This design comes from an exercise in tuning for small area, a short achievable clock period and few clock cycles per item on the open sky130 flow, not from production work.
RTL that was checked went through simulation tests only; none was proved equivalent to the original.
Power and IR drop assume default switching activity.

// ghost_mask
module ghost_mask (
    input  wire       clk,
    input  wire       rst,         
    input  wire       in_valid,
    output wire       in_ready,
    input  wire [7:0] in_cyc,
    input  wire       in_last,     
    input  wire [1:0] in_wsel,     
    input  wire [4:0] in_cols,     
    input  wire [7:0] in_tol,      
    output wire       out_valid,
    input  wire       out_ready,
    output wire       out_mask,
    output wire       out_last     
);
export LEC_CHECK = 0
export ABC_AREA = 1
export CAP_MARGIN = 20
export CORE_MARGIN = 2
export CORE_UTILIZATION = 75
export CTS_BUF_LIST = sky130_fd_sc_hd__clkbuf_8
export CTS_CLUSTER_DIAMETER = 70
export CTS_CLUSTER_SIZE = 18
export SLEW_MARGIN = 20
create_clock -name core_clock -period 30.0 [get_ports {clk}]
standard.sh (not shown) runs the stock make flow with config.mk's settings and CLKGATE_MAP_FILE= SYNTH_SCRIPT=/design/flow/synth_recipe.tcl, a recipe that flattens the netlist after the stock synthesis.
==> flow/flow/run.sh <==
#!/bin/bash
# The standard layout, except that the port buffers are plain buf_2
# cells instead of the delay buffers buffer_ports picks by default.
set -euo pipefail
bash standard.sh BUFFER_PORTS_ARGS="-buffer_cell sky130_fd_sc_hd__buf_2" finish > standard.log 2>&1
Testbench counts at the start, summed over its fixed seeds: cycles 35,269, items 32,428.
Then changed:
--- a/flow/design.v
+++ b/flow/design.v
@@ -97,13 +97,13 @@
         mode_n = mode;
         if (a0) begin
             if (p_last) mode_n = (h_r == 2'd0) ? M_FLUSH : M_TAIL;
             else        mode_n = M_RUN;
         end else if (vtick) begin
             if (last_e) mode_n = M_FLUSH;
-        end else if (mode == M_FLUSH && !vv && fl == 2'd0) begin
+        end else if (mode == M_FLUSH && (fl == 2'd0 || (bubble && fl == 2'd1))) begin
             mode_n = M_IDLE;
         end
     end
     wire [4:0] lm1   = {1'b1, sel};              
     wire       wshort = !wm1_r[4];               
     wire [4:0] lmw   = wshort ? 5'd16 - {1'b0, wm1_r[3:0]} : 5'd0;    
Effect: The new run finished with timing, DRC and antenna clean; die area is about the same; worst setup slack improves by 19 ps; total power drops by about 0.33%; wire length drops by about 2.8%; cell count hardly moves; count of clock-buffer cells in the layout is unchanged; fmax is about the same; synthesized area stays flat; clock power hardly moves; via count drops by about 0.6%; non-clock buffer count climbs by 1; global-route usage drops by 0.58 points; final area is about the same.
Testbench counts after the change, summed over its fixed seeds: cycles 35,203, items 32,428.


## P
Starting RTL as in the previous note.
export LEC_CHECK = 0
export ABC_AREA = 1
export CAP_MARGIN = 20
export CORE_MARGIN = 2
export CORE_UTILIZATION = 65
export CTS_BUF_LIST = sky130_fd_sc_hd__clkbuf_8
export CTS_CLUSTER_DIAMETER = 60
export CTS_CLUSTER_SIZE = 16
export SLEW_MARGIN = 20
create_clock -name core_clock -period 30.0 [get_ports {clk}]
Scripts as last shown in full above: flow/flow/run.sh
P went all the way through synthesis, placement and routing and the layout is clean on timing, DRC and antenna.
Testbench counts of P, summed over its fixed seeds: cycles 35,269, items 32,428.
Relative to P, the following input files were edited for Q:
--- a/flow/design.v
+++ b/flow/design.v
@@ -235,43 +235,40 @@
         end
         if (rst_r)
             hem <= 3'd0;
         else if (shift)
             hem <= emn[2:0];
     end
-    wire [5:0] hrs_nx = shift ? {rsn[4:0], 1'b0} : {hrs[5:1], 1'b0};
-    wire [5:0] rsx    = {hrs_nx[5:1], !tick || (ncol == 5'd0)};
-    reg  [6:0] hv_n, hv;
+    reg [6:0] hv;
     always @(*) begin
-        hv_n = 7'd0;
+        hv = 7'd0;
         case (h_r)
-            2'd0: hv_n[0] = 1'b1;
+            2'd0: hv[0] = 1'b1;
             2'd1: begin
-                hv_n[1] = 1'b1;
-                hv_n[0] = !rsx[0];
-                hv_n[2] = !rsx[1];
+                hv[1] = 1'b1;
+                hv[0] = !rsn[0];
+                hv[2] = !rsn[1];
             end
             2'd2: begin
-                hv_n[2] = 1'b1;
-                hv_n[1] = !rsx[1];
-                hv_n[0] = !(rsx[0] || rsx[1]);
-                hv_n[3] = !rsx[2];
-                hv_n[4] = !(rsx[2] || rsx[3]);
+                hv[2] = 1'b1;
+                hv[1] = !rsn[1];
+                hv[0] = !(rsn[0] || rsn[1]);
+                hv[3] = !rsn[2];
+                hv[4] = !(rsn[2] || rsn[3]);
             end
             default: begin
-                hv_n[3] = 1'b1;
-                hv_n[2] = !rsx[2];
-                hv_n[1] = !(rsx[1] || rsx[2]);
-                hv_n[0] = !(rsx[0] || rsx[1] || rsx[2]);
-                hv_n[4] = !rsx[3];
-                hv_n[5] = !(rsx[3] || rsx[4]);
-                hv_n[6] = !(rsx[3] || rsx[4] || rsx[5]);
+                hv[3] = 1'b1;
+                hv[2] = !rsn[2];
+                hv[1] = !(rsn[1] || rsn[2]);
+                hv[0] = !(rsn[0] || rsn[1] || rsn[2]);
+                hv[4] = !rsn[3];
+                hv[5] = !(rsn[3] || rsn[4]);
+                hv[6] = !(rsn[3] || rsn[4] || rsn[5]);
             end
         endcase
     end
-    always @(posedge clk) hv <= hv_n;
     reg [7:0] dx [1:6];
     reg [7:0] dn [1:6];
     integer m;
     always @(*) begin
         for (m = 1; m < 7; m = m + 1) begin
             dx[m] = hmax[m] & {8{hv[m]}};
- Taking P as the reference, in Q clock power neither gained nor lost much; effective utilization at floorplan neither gained nor lost much; clock buffer count in the final layout picked up an extra about 3%.
- Diff P..Q | post-route standard cell area excluding fillers | negligible
- Total power went down by a few percent going from P to Q.
- Going from P to Q, worst setup timing slack at the placement stage shrinks by 0.54 ns.
- P → Q: logic depth of the worst path, buffers included higher, post-route core utilization roughly the same, worst hold slack lower.
- For proportion of layout cells with a drive suffix above 1, P and Q come out practically identical.
- Q vs P, final critical-path required period went up by 0.22 ns.
- The final layout from Q, which completed every stage, passed the timing, DRC and antenna checks at the end of the flow.
- Q against P: clock latency on the worst-skew pair decreased 0.02 ns, register area -0.38%, flip-flop and latch count lower.
Function not checked in Q: the RTL went through the layout flow alone.

==> afterwards: timing with drivers on the ports <==
The flow's constraints put no driver on any port. The routed layouts listed below were extracted and timed again, unchanged, in two steps.
Step 1 (the two cells are an assumption about what drives the block):
set clk [get_ports {clk}]
set_driving_cell -lib_cell sky130_fd_sc_hd__clkbuf_16 $clk
set_driving_cell -lib_cell sky130_fd_sc_hd__buf_2 [delete_from_list [all_inputs] $clk]
Step 2 adds t to the input delays and takes it off the output delays; t is the mean of the earliest and latest rising clock arrival at the registers after step 1. Input paths then give back, and output paths get back, about the clock's delay inside the block.
a / b / c = ideal ports / drivers / drivers and shift; a / b = the first two.
run | t (ns) | slack for setup (ns) | hold slack, ns | worst register clock-pin slew, ns
the first run of note 1 | 0.832 | 22.709 / 22.642 / 23.047 | 0.285 / 0.285 / 0.285 | 0.12 / 0.12
the second run of note 1 | 0.803 | 22.728 / 22.660 / 22.927 | 0.317 / 0.317 / 0.317 | 0.12 / 0.12
P | 0.865 | 22.671 / 22.609 / 23.033 | 0.296 / 0.296 / 0.296 | 0.11 / 0.11
Q | 0.849 | 22.450 / 22.450 / 22.450 | 0.287 / 0.287 / 0.287 | 0.10 / 0.10
After both steps setup and hold are still met in every run listed.
